What follows belongs to an exercise in optimizing a design on an open flow for small area, a short achievable clock period and few clock cycles; a production flow would make more cautious choices.
Only simulation tests tie the RTL to the original design; equivalence was not proved.

File: design/flow/config.mk
export PLATFORM = sky130hd
export DESIGN_NAME = ddr_cipher
export DESIGN_NICKNAME = ddr_cipher
export VERILOG_FILES = /design/flow/design.v
export SDC_FILE = /design/flow/constraint.sdc
export NUM_CORES = 4
export LEC_CHECK = 0
export CAP_MARGIN = 20
export CORE_MARGIN = 2
export CORE_UTILIZATION = 45
export PLACE_DENSITY = 0.55
export SETUP_SLACK_MARGIN = 5
export SLEW_MARGIN = 20
export SYNTH_HIERARCHICAL = 1
File: design/flow/constraint.sdc
create_clock -name core_clock -period 14.0 [get_ports {clk}]
set_input_delay 2.8000 -clock core_clock [delete_from_list [all_inputs] [get_ports {clk}]]
set_output_delay 2.8000 -clock core_clock [all_outputs]
set_load 0.01 [all_outputs]
File: design/flow/design.v
module ddr_cipher (
    input  wire         clk,
    input  wire         rst,           
    input  wire         cmd_valid,
    output wire         cmd_ready,
    input  wire [2:0]   cmd_op,
    input  wire [63:0]  cmd_block,     
    input  wire [127:0] cmd_key,       
    input  wire [4:0]   cmd_key_len,   
    input  wire [3:0]   cmd_rounds,    
    input  wire         cmd_srot,      
    output reg          rsp_valid,
    output reg  [63:0]  rsp_block,
    output reg          rsp_err,
    output wire [63:0]  rsp_nonce
);
    localparam [2:0] OP_KSCHED = 3'd0,
                     OP_NLOAD  = 3'd1,
                     OP_BENC   = 3'd2,
                     OP_BDEC   = 3'd3,
                     OP_MENC   = 3'd4,
                     OP_MDEC   = 3'd5;
    localparam [31:0] KP = 32'hB7E15163;
    localparam [31:0] KQ = 32'h9E3779B9;
    localparam [2:0] D_IDLE  = 3'd0,
                     D_KS    = 3'd1,    
                     D_ENC   = 3'd2,    
                     D_DEC   = 3'd3,    
                     D_MWAIT = 3'd4;    
    function [31:0] rotl32;
        input [31:0] a;
        input [4:0]  s;
        reg   [31:0] t;
        begin
            t = s[0] ? {a[30:0], a[31]}    : a;
            t = s[1] ? {t[29:0], t[31:30]} : t;
            t = s[2] ? {t[27:0], t[31:28]} : t;
            t = s[3] ? {t[23:0], t[31:24]} : t;
            t = s[4] ? {t[15:0], t[31:16]} : t;
            rotl32 = t;
        end
    endfunction
    function [31:0] rotr32;
        input [31:0] a;
        input [4:0]  s;
        reg   [31:0] t;
        begin
            t = s[0] ? {a[0],    a[31:1]}  : a;
            t = s[1] ? {t[1:0],  t[31:2]}  : t;
            t = s[2] ? {t[3:0],  t[31:4]}  : t;
            t = s[3] ? {t[7:0],  t[31:8]}  : t;
            t = s[4] ? {t[15:0], t[31:16]} : t;
            rotr32 = t;
        end
    endfunction
    reg          kvalid;
    reg  [3:0]   rm1;          
    reg          srot;
    reg  [63:0]  nonce;
    reg  [32*34-1:0] S;
    reg  [31:0]  ss;           
    reg  [31:0]  ka;           
    reg  [5:0]   ki;           
    reg  [5:0]   kin;          
    reg  [5:0]   tm1;          
    reg  [1:0]   kj;           
    reg  [1:0]   kc_m1;        
    reg  [1:0]   kpass;        
    reg  [2:0]   dst;
    reg  [31:0]  b0, b1;
    reg  [3:0]   dj;           
    reg          dmdec;        
    reg          dmenc;        
    reg          dhave;        
    reg  [63:0]  hold;         
    reg  [63:0]  prow;         
    reg  [31:0]  kb0, kb1;
    reg  [3:0]   kr;
    reg  [15:0]  koh;          
    reg          krun;         
    reg          ksv;          
    wire [127:0] L  = {hold, kb0, kb1};    
    wire [31:0]  kb = prow[63:32];
    wire [31:0]  sn = prow[31:0];
    reg          pend;         
    reg          pend_err;
    reg          pend_nl;      
    assign rsp_nonce = nonce;
    wire [31:0] s_first = S[31:0];
    function [63:0] rowsel;
        input [32*34-1:0] s;
        input [15:0]      oh;
        integer q;
        begin
            rowsel = 64'd0;
            for (q = 0; q < 16; q = q + 1)
                rowsel = rowsel | ({64{oh[q]}} & s[64*q + 32 +: 64]);
        end
    endfunction
    function [15:0] onehot16;
        input [3:0] i;
        integer q;
        begin
            for (q = 0; q < 16; q = q + 1)
                onehot16[q] = (i == q);
        end
    endfunction
    wire        d_last_e = (dj == rm1);
    wire        d_last_d = (dj == 4'd0);
    wire        k_last   = (kr == rm1);
    wire [31:0] ks_lj = L[32*(3-kj) +: 32];
    wire [31:0] ks_a, ks_b;
    ddr_ks_step u_ks (.sn(sn), .ka(ka), .kb(kb), .lj(ks_lj), .srot(srot), .a(ks_a), .b(ks_b));
    wire [31:0] ss_sum;
    ddr_add32 u_ss (.a(ka), .b(ks_a), .s(ss_sum));
    wire        ks_wrap = (ki == tm1);
    wire        ks_end  = ks_wrap && (kpass == 2'd2);
    wire [63:0] d_enc, d_dec;
    ddr_enc_round u_d_enc (.b0(b0), .b1(b1), .s1(prow[31:0]), .s2(prow[63:32]), .y(d_enc));
    wire [31:0] dec_u1n;
    ddr_dec_round u_d_dec (.b0(b0), .u1(b1), .s1(prow[31:0]), .s2n(row_d[63:32]), .y(d_dec), .u1n(dec_u1n));
    wire [63:0] row_k  = rowsel(S, koh);
    wire [31:0] k_s2e  = k_last ? ss : row_k[63:32];
    wire [63:0] k_enc;
    ddr_enc_round u_k_enc (.b0(kb0), .b1(kb1), .s1(row_k[31:0]), .s2(k_s2e), .y(k_enc));
    reg [127:0] key_masked;
    integer n;
    always @(*) begin
        for (n = 0; n < 16; n = n + 1)
            key_masked[127 - 8*n -: 8] = (n < cmd_key_len) ? cmd_key[127 - 8*n -: 8] : 8'h00;
    end
    wire fin_e  = (dst == D_ENC) && d_last_e;
    wire fin_d  = (dst == D_DEC) && d_last_d && (!dmdec || dhave || ksv);
    wire busy_fin = fin_e || fin_d;
    assign cmd_ready = !pend && ((dst == D_IDLE) || busy_fin);
    wire accept = cmd_valid && cmd_ready;
    wire cons_mw  = (dst == D_MWAIT) && ksv;
    wire cons_dec = (dst == D_DEC) && dmdec && !dhave && ksv;
    wire cons_run = cons_mw || cons_dec;
    wire [63:0] dec_ks  = dhave ? hold : {kb0, kb1};
    wire [31:0] dec_w0;
    ddr_sub32 u_dec_w0 (.a(d_dec[63:32]), .b(s_first), .s(dec_w0));
    wire [63:0] dec_res = {dec_w0, d_dec[31:0]} ^ (dmdec ? dec_ks : 64'd0);
    wire is_blk  = (cmd_op == OP_BENC) || (cmd_op == OP_BDEC) ||
                   (cmd_op == OP_MENC) || (cmd_op == OP_MDEC);
    wire is_imm  = (cmd_op == OP_NLOAD) || (cmd_op[2:1] == 2'b11) || (is_blk && !kvalid);
    wire imm_err = (cmd_op != OP_NLOAD);
    wire cmd_m   = (cmd_op == OP_MENC) || (cmd_op == OP_MDEC);
    reg  [63:0] nonce_inc;
    integer m;
    always @(*) begin
        for (m = 0; m < 64; m = m + 1)
            nonce_inc[m] = nonce[m] ^ (&(nonce | ~((64'd1 << m) - 64'd1)));
    end
    wire        cmd_dec = (cmd_op == OP_BDEC) || (cmd_op == OP_MDEC);
    wire        d_stall = (dst == D_DEC) && d_last_d && !fin_d;
    wire [5:0]  kin_m1  = kin - 6'd1;
    reg  [3:0]  dpi;
    always @(*) begin
        if (dst == D_KS)
            dpi = kin_m1[4:1];
        else if (dst == D_ENC)
            dpi = d_last_e ? rm1 : dj + 4'd1;
        else if (dst == D_DEC)
            dpi = d_stall ? dj : (d_last_d ? rm1 : dj - 4'd1);
        else
            dpi = rm1;
    end
    wire [63:0] row_d = rowsel(S, onehot16(dpi));
    wire [31:0] s_kin = (kin == 6'd0)  ? s_first :
                        (kin == 6'd33) ? S[32*33 +: 32] :
                        (kin[0] ? row_d[31:0] : row_d[63:32]);
    wire acc_nl   = accept && (cmd_op == OP_NLOAD);
    wire acc_cons = accept && kvalid && cmd_m && ksv && !cons_run;
    wire [31:0] pre_x = (dst == D_MWAIT) ? (hold[63:32] ^ kb0) :
                        (cmd_block[63:32] ^ ((cmd_op == OP_MENC) ? kb0 : 32'd0));
    wire [31:0] pre_b0;
    ddr_add32 u_pre (.a(pre_x), .b(s_first), .s(pre_b0));
    wire [31:0] acc_u1;
    ddr_sub32 u_acc_u1 (.a(cmd_block[31:0]), .b(ss), .s(acc_u1));
    wire kload = (dst == D_KS && ks_end) || cons_run || acc_nl || acc_cons;
    wire [63:0] kl_v = acc_nl ? cmd_block : ((dst == D_KS) ? nonce : nonce_inc);
    wire [31:0] kl_b0;
    ddr_add32 u_kl (.a(kl_v[63:32]), .b(s_first), .s(kl_b0));
    integer q;
    always @(posedge clk) begin
        if (accept ? !cmd_dec : (dst == D_MWAIT))
            prow <= {(rm1 == 4'd0) ? ss : S[32*2 +: 32], S[32*1 +: 32]};
        else
            prow <= {(dst == D_ENC && dpi == rm1) ? ss : row_d[63:32], row_d[31:0]};
        if (krun) begin
            {kb0, kb1} <= k_enc;
            kr  <= kr + 4'd1;
            koh <= {koh[14:0], 1'b0};
            if (k_last) begin
                krun <= 1'b0;
                ksv  <= 1'b1;
            end
        end
        case (dst)
        D_KS: begin
            for (q = 0; q < 34; q = q + 1)
                if (ki == q) S[32*q +: 32] <= ks_a;
            case (kj)
            2'd0: hold[63:32] <= ks_b;
            2'd1: hold[31:0]  <= ks_b;
            2'd2: kb0         <= ks_b;
            default: kb1      <= ks_b;
            endcase
            ka   <= ks_a;
            ss   <= ss_sum;
            prow <= {ks_b, (kpass == 2'd0 && !ks_wrap) ? sn + KQ : s_kin};
            ki  <= kin;
            kin <= (kin == tm1) ? 6'd0 : kin + 6'd1;
            kj  <= (kj == kc_m1) ? 2'd0 : kj + 2'd1;
            if (ks_wrap) kpass <= kpass + 2'd1;
            if (ks_end) begin
                kvalid <= 1'b1;
                dst    <= D_IDLE;
            end
        end
        D_MWAIT: if (ksv) begin
            b0  <= pre_b0;
            b1  <= hold[31:0] ^ kb1;
            dj  <= 4'd0;
            dst <= D_ENC;
        end
        D_ENC: begin
            {b0, b1} <= d_enc;
            dj <= dj + 4'd1;
            if (d_last_e) dst <= D_IDLE;
        end
        D_DEC: begin
            if (cons_dec) begin
                hold  <= {kb0, kb1};
                dhave <= 1'b1;
            end
            if (!d_last_d || fin_d) begin
                {b0, b1} <= {d_dec[63:32], dec_u1n};
                dj <= dj - 4'd1;
            end
            if (fin_d) dst <= D_IDLE;
        end
        default: dst <= D_IDLE;
        endcase
        if (kload) begin
            kb0  <= kl_b0;
            kb1  <= kl_v[31:0];
            kr   <= 4'd0;
            koh  <= 16'd1;
            krun <= !acc_nl || kvalid;
            ksv  <= 1'b0;
        end
        rsp_valid <= busy_fin || (dst == D_KS && ks_end) || pend;
        rsp_err   <= pend && pend_err;
        rsp_block <= fin_e ? d_enc : (fin_d ? dec_res : cmd_block);
        pend      <= 1'b0;
        if ((fin_e && dmenc) || (fin_d && dmdec)) nonce <= nonce_inc;
        if (pend && pend_nl) nonce <= hold;
        if (accept) begin
            if (is_imm) begin
                if (busy_fin) begin
                    pend     <= 1'b1;
                    pend_err <= imm_err;
                    pend_nl  <= (cmd_op == OP_NLOAD);
                    hold     <= cmd_block;
                end else begin
                    rsp_valid <= 1'b1;
                    rsp_err   <= imm_err;
                    if (cmd_op == OP_NLOAD) nonce <= cmd_block;
                end
            end
            case (cmd_op)
            OP_KSCHED: begin
                kvalid <= 1'b0;
                rm1    <= cmd_rounds;
                srot   <= cmd_srot;
                tm1    <= {1'b0, cmd_rounds, 1'b0} + 6'd3;
                {hold, kb0, kb1} <= key_masked;
                kc_m1  <= (cmd_key_len == 5'd0) ? 2'd0 : cmd_key_len[4:2] - {2'b0, (cmd_key_len[1:0] == 2'd0)};
                ka     <= 32'd0;
                prow   <= {32'd0, KP};
                ki     <= 6'd0;
                kin    <= 6'd1;
                kj     <= 2'd0;
                kpass  <= 2'd0;
                krun   <= 1'b0;
                ksv    <= 1'b0;
                dst    <= D_KS;
            end
            OP_BENC: if (kvalid) begin
                b0  <= pre_b0;
                b1  <= cmd_block[31:0];
                dj  <= 4'd0;
                dmenc <= 1'b0;
                dst <= D_ENC;
            end
            OP_BDEC, OP_MDEC: if (kvalid) begin
                b0    <= cmd_block[63:32];
                b1    <= acc_u1;
                dj    <= rm1;
                dmdec <= cmd_op[2];
                dhave <= 1'b0;
                dst   <= D_DEC;
                if (cmd_op[2]) begin
                    if (acc_cons) begin
                        hold  <= {kb0, kb1};
                        dhave <= 1'b1;
                    end
                end
            end
            OP_MENC: if (kvalid) begin
                dmenc <= 1'b1;
                if (acc_cons) begin
                    b0    <= pre_b0;
                    b1    <= cmd_block[31:0] ^ kb1;
                    dj    <= 4'd0;
                    dst   <= D_ENC;
                end else begin
                    hold  <= cmd_block;
                    dst   <= D_MWAIT;
                end
            end
            default: ;
            endcase
        end
        if (rst) begin
            dst       <= D_IDLE;
            kvalid    <= 1'b0;
            nonce     <= 64'd0;
            krun      <= 1'b0;
            ksv       <= 1'b0;
            pend      <= 1'b0;
            rsp_valid <= 1'b0;
        end
    end
endmodule
module ddr_add32 (
    input  wire [31:0] a,
    input  wire [31:0] b,
    output wire [31:0] s
);
    assign s = a + b;
endmodule
module ddr_sub32 (
    input  wire [31:0] a,
    input  wire [31:0] b,
    output wire [31:0] s
);
    assign s = a - b;
endmodule
module ddr_enc_round (
    input  wire [31:0] b0,
    input  wire [31:0] b1,
    input  wire [31:0] s1,
    input  wire [31:0] s2,
    output wire [63:0] y
);
    function [31:0] rotl32;
        input [31:0] a;
        input [4:0]  s;
        reg   [31:0] t;
        begin
            t = s[0] ? {a[30:0], a[31]}    : a;
            t = s[1] ? {t[29:0], t[31:30]} : t;
            t = s[2] ? {t[27:0], t[31:28]} : t;
            t = s[3] ? {t[23:0], t[31:24]} : t;
            t = s[4] ? {t[15:0], t[31:16]} : t;
            rotl32 = t;
        end
    endfunction
    wire [31:0] x0, x1;
    ddr_add32 u_a0 (.a(rotl32(b0 ^ b1, b1[4:0])), .b(s1), .s(x0));
    ddr_add32 u_a1 (.a(rotl32(b1 ^ x0, x0[4:0])), .b(s2), .s(x1));
    assign y = {x0, x1};
endmodule
module ddr_dec_round (
    input  wire [31:0] b0,
    input  wire [31:0] u1,
    input  wire [31:0] s1,
    input  wire [31:0] s2n,
    output wire [63:0] y,
    output wire [31:0] u1n
);
    function [31:0] rotr32;
        input [31:0] a;
        input [4:0]  s;
        reg   [31:0] t;
        begin
            t = s[0] ? {a[0],    a[31:1]}  : a;
            t = s[1] ? {t[1:0],  t[31:2]}  : t;
            t = s[2] ? {t[3:0],  t[31:4]}  : t;
            t = s[3] ? {t[7:0],  t[31:8]}  : t;
            t = s[4] ? {t[15:0], t[31:16]} : t;
            rotr32 = t;
        end
    endfunction
    wire [31:0] u0, y0, y1;
    ddr_sub32 u_s0 (.a(b0), .b(s1), .s(u0));
    assign y1 = rotr32(u1, b0[4:0]) ^ b0;
    assign y0 = rotr32(u0, y1[4:0]) ^ y1;
    ddr_sub32 u_s1n (.a(y1), .b(s2n), .s(u1n));
    assign y  = {y0, y1};
endmodule
module ddr_ks_step (
    input  wire [31:0] sn,
    input  wire [31:0] ka,
    input  wire [31:0] kb,
    input  wire [31:0] lj,
    input  wire        srot,
    output wire [31:0] a,
    output wire [31:0] b
);
    function [31:0] rotl32;
        input [31:0] a;
        input [4:0]  s;
        reg   [31:0] t;
        begin
            t = s[0] ? {a[30:0], a[31]}    : a;
            t = s[1] ? {t[29:0], t[31:30]} : t;
            t = s[2] ? {t[27:0], t[31:28]} : t;
            t = s[3] ? {t[23:0], t[31:24]} : t;
            t = s[4] ? {t[15:0], t[31:16]} : t;
            rotl32 = t;
        end
    endfunction
    wire [31:0] cs_s = sn ^ ka ^ kb;
    wire [31:0] cs_c = (sn & ka) | (sn & kb) | (ka & kb);
    wire [31:0] sa, lb, bs;
    ddr_add32 u_sa (.a(cs_s), .b({cs_c[30:0], 1'b0}), .s(sa));
    wire [4:0]  x = ka[4:0] + kb[4:0];
    assign a = rotl32(sa, srot ? 5'd3 : x);
    ddr_add32 u_lb (.a(lj), .b(kb), .s(lb));
    ddr_add32 u_bs (.a(a), .b(lb), .s(bs));
    wire [4:0]  y = a[4:0] + kb[4:0];
    assign b = rotl32(bs, y);
endmodule
File: design/flow/run.sh
#!/bin/bash
# synth_recipe.tcl (not shown) runs the flow's synth.tcl, then flattens the netlist and writes it again
# the make line also repeats each setting of config.mk as NAME=value (left out here)
make -C /OpenROAD-flow-scripts/flow DESIGN_CONFIG=/design/flow/config.mk WORK_HOME=/design/flow/orfs CLKGATE_MAP_FILE= SYNTH_SCRIPT=/design/flow/synth_recipe.tcl finish
==> flow_metrics.env <==
export IMPL_yosysTopAreaCellShare_pct=27.3
export IMPL_synthTopCellsByCount="nand2_1, edfxtp_1, a21oi_1"
export IMPL_die_area_um2=282000
export IMPL_rsz0062_at_grt="true"
export IMPL_worstPathMaxFanout=23
export IMPL_gp_congestion=1.14
export IMPL_status="complete, no violations"
export IMPL_routed_wl_um=812000
export IMPL_ys_ff_latch=1602
export IMPL_synth_fp_nets=14400
export IMPL_cap_violations=0
export IMPL_min_period_ns=9.12
export IMPL_wl_per_cell_um=45.8
export IMPL_hp_class="flip-flop to flip-flop"
export IMPL_synthAdderAreaFrac_pct=5.41
export IMPL_synthesis_area_um2=125000
export IMPL_ant_nets=0
export IMPL_die_x_um=531
export IMPL_slowest_delay_ns=0.73
export IMPL_multiInputGateArea_um2=78700
export IMPL_hpwl_um=587000
export IMPL_layout_cells_non_filler=17700
export IMPL_synth_largest_area_cell="edfxtp_1"
export IMPL_synthTopCellsByArea="edfxtp_1, dfxtp_1, ha_1"
export IMPL_clk_latency_ns=1.01
export IMPL_grt_util_met1_pct=61.0
export IMPL_use_met3_pct=29.7
export IMPL_drive_above_1_share_pct=14.5
export IMPL_syn_to_final_growth_pct=14.7
export IMPL_grt_pass1_vias=121000
export IMPL_synth_async_reset_ratio_pct=0
export IMPL_initial_core_util_pct=45.3
export IMPL_boundaryPins=339
export IMPL_drtPass1Iterations=13
export IMPL_grt_pass1_wl_um=1070000
export IMPL_setup_tns_ns=0
export IMPL_cp_common_cell="a21oi_1"
export IMPL_port_buffers=338
export IMPL_path_clk_slew_ns=0.06
export IMPL_cp_required_ns=14.73
export IMPL_muxShareOfSynthArea_pct=8.00
export IMPL_routed_via_count=138000
export IMPL_slowest_stage="nand4_1"
export IMPL_synth_xor_area_share_pct=6.39
export IMPL_grt_usage_pct=54.9
export IMPL_synth_compound_area_share_pct=27.9
export IMPL_hold_viol=0
export IMPL_fin_util_pct=51.9
export IMPL_synth_ff_type="edfxtp_1"
export IMPL_layout_nets=14400
export IMPL_worst_pin_slew_ns=1.38
export IMPL_top_usage_layer="met2"
export IMPL_root_buffer="clkbuf_16"
export IMPL_grt_remaining_overflow=0
export IMPL_ctsHoldBuffers=0
export IMPL_ff2ff_setup_slack_ns=4.88
export IMPL_initialDrtViolationCount=28100
export IMPL_clock_sinks=1602
export IMPL_die_y_um=531
export IMPL_syn_inst=13700
export IMPL_cts_buffer_depth=4
export IMPL_cts_buffers=187
export IMPL_synth_edf_count=1136
export IMPL_clock_skew_ns=0.119
export IMPL_cts_htree_levels=4
export IMPL_grt_max_degree=92
export IMPL_cts_tree="built"
export IMPL_worstSetupPathType="flip-flop to flip-flop"
export IMPL_worstPathArrival_ns=9.85
export IMPL_dp_cells=17200
export IMPL_setup_viol=0
export IMPL_slew_headroom_pct=7.44
export IMPL_critPathLaunchType="flip-flop"
export IMPL_use_met2_pct=73.4
export IMPL_avgSynthCellArea_um2=9.16
export IMPL_slew_violations=0
export IMPL_yosys_area_share_simple_pct=13.0
export IMPL_core_area_um2=276000
export IMPL_timing_final_crit_share_pct=65.1
export IMPL_remaining_drc_errors=0
export IMPL_synth_warning_count=10
export IMPL_synth_cell_types=128
export IMPL_yosysSeqAreaShare_pct=34.7
export IMPL_synth_top_family_by_area="compound AO/OA/AOI/OAI gates"
export IMPL_fillers=25300
export IMPL_cp_end_kind="flip-flop"
export IMPL_fmax_ghz=0.110
export IMPL_vias_per_cell=7.79
export IMPL_synth_most_common_cell="nand2_1"
export IMPL_std_cell_rows=193
export IMPL_seqCellArea_um2=43600
export IMPL_grt_antenna_before_repair=164
## per-module statistics from Yosys (local to each module, per instance)
module | area (um^2) | times used | cells
ddr_enc_round | 4220 | 2 | 621
ddr_sub32 | 1820 | 4 | 265
ddr_cipher | 82000 | 1 | 7881
ddr_add32 | 1740 | 10 | 241
ddr_ks_step | 4580 | 1 | 397
ddr_dec_round | 5370 | 1 | 671
## layout make-up
cell class | instances | share of cell area [%]
repair buffers | 971 | 5.92
diodes | 137 | 0.239
clock buffers | 217 | 3.43
flip-flops and latches | 1602 | 30.4
multi-input cells | 10700 | 54.9
inverters | 266 | 0.705
well taps | 3705 | 3.23
clock inverters | 130 | 1.21
## path summary, 6_finish.rpt
path,startpoint,to,cells past startpoint
hold / removal,ka[31],ka[31],2
setup reg to reg,koh[12],kb1[31],30
hold reg to reg,ka[31],ka[31],2
setup / recovery,koh[12],kb1[31],30
## stage by stage
stage          hold slack [ns]  cell area (um^2)  setup slack [ns]
3_3_place_gp             0.490            134000              3.35
2_1_floorplan            0.416            125000              6.63
5_1_grt                  0.541            143000              4.93
6_report                 0.513            143000              4.88
3_5_place_dp             0.508            134000              3.72
4_1_cts                  0.515            141000              5.00
## cell usage in the layout, fill, tap and decap left out, drive strengths merged, types with 60 or more instances in the layout
master,instances
clkdlybuf4s50,336
inv,276
ha,466
edfxtp,1136
nor4,126
nand2,1293
o22ai,257
nand3,328
o211ai,92
nand2b,92
xnor2,421
or2,60
a21oi,1080
diode,137
clkbuf,222
mux2i,480
o21bai,61
a221oi,378
mux4,127
a211oi,252
nand4,220
o221ai,74
mux2,207
clkinv,68
a31oi,102
dfxtp,466
a221o,75
o21ai,653
and2,61
xor2,487
nor3,146
a22o,394
a22oi,642
a21o,278
a222oi,98
nor2,973
buf,630
## timing repair
item                                    4_1_cts  5_1_grt
pin swaps                                     3       37
endpoints found under the setup margin      189      221
setup buffers                                 2       37
gates cloned                                  0        6
resized for setup                           112      301
## metal layers
layer	vias up	routed length [um]
met5	-	813
met4	68	101000
met3	4428	139000
met2	14400	310000
met1	65900	261000
li1	53100	-
## critical path, delay by kind of cell (launching register included)
| kind | cells | cell delay [ns] |
|---|---|---|
| compound gates | 15 | 3.58 |
| xor+xnor | 2 | 0.69 |
| fa+ha+maj | 2 | 1.09 |
| buf+inv | 1 | 0.40 |
| flops | 1 | 0.53 |
| mux | 2 | 0.62 |
| simple gates | 8 | 2.02 |
## cell families after synthesis
| kind of cell | after synthesis |
|---|---|
| AOI/OAI and AO/OA | 4917 |
| xor gates and xnor gates | 908 |
| adders and majority gates | 513 |
| buffers and inverters | 1384 |
| DFF | 1602 |
| muxes | 814 |
| other | 1 |
| and+or+nand+nor | 3522 |
## sequential cells by signal (all words and copies together) (netlist names), 64 cells and up
register   flops
prow          64
hold          64
rsp_block     64
S           1088
nonce         64
Testbench counts, summed over its fixed seeds: cycles 7,209.

-- re-timing with driven ports --
The flow's constraints put no driver on any port. The routed layout listed below was extracted and timed again, unchanged, in two steps. Step 1 (the two cells are an assumption about what drives the block):
set clk [get_ports {clk}]
set_driving_cell -lib_cell sky130_fd_sc_hd__clkbuf_16 $clk
set_driving_cell -lib_cell sky130_fd_sc_hd__buf_2 [delete_from_list [all_inputs] $clk]
Step 2 also shifts input and output timing later by t, the mid clock arrival at the registers, as if the neighbouring blocks saw the same clock. Three values: ideal, step 1, step 2; two values: the first two.
shift t [ns]: 1.060
setup WS [ns]: 4.880 / 4.880 / 4.604
worst hold slack (ns): 0.513 / 0.513 / 0.513
After both steps setup and hold are still met in this run. For this run, drivers alone change the setup slack by 0.000 ns; drivers and shift together by -0.276 ns.
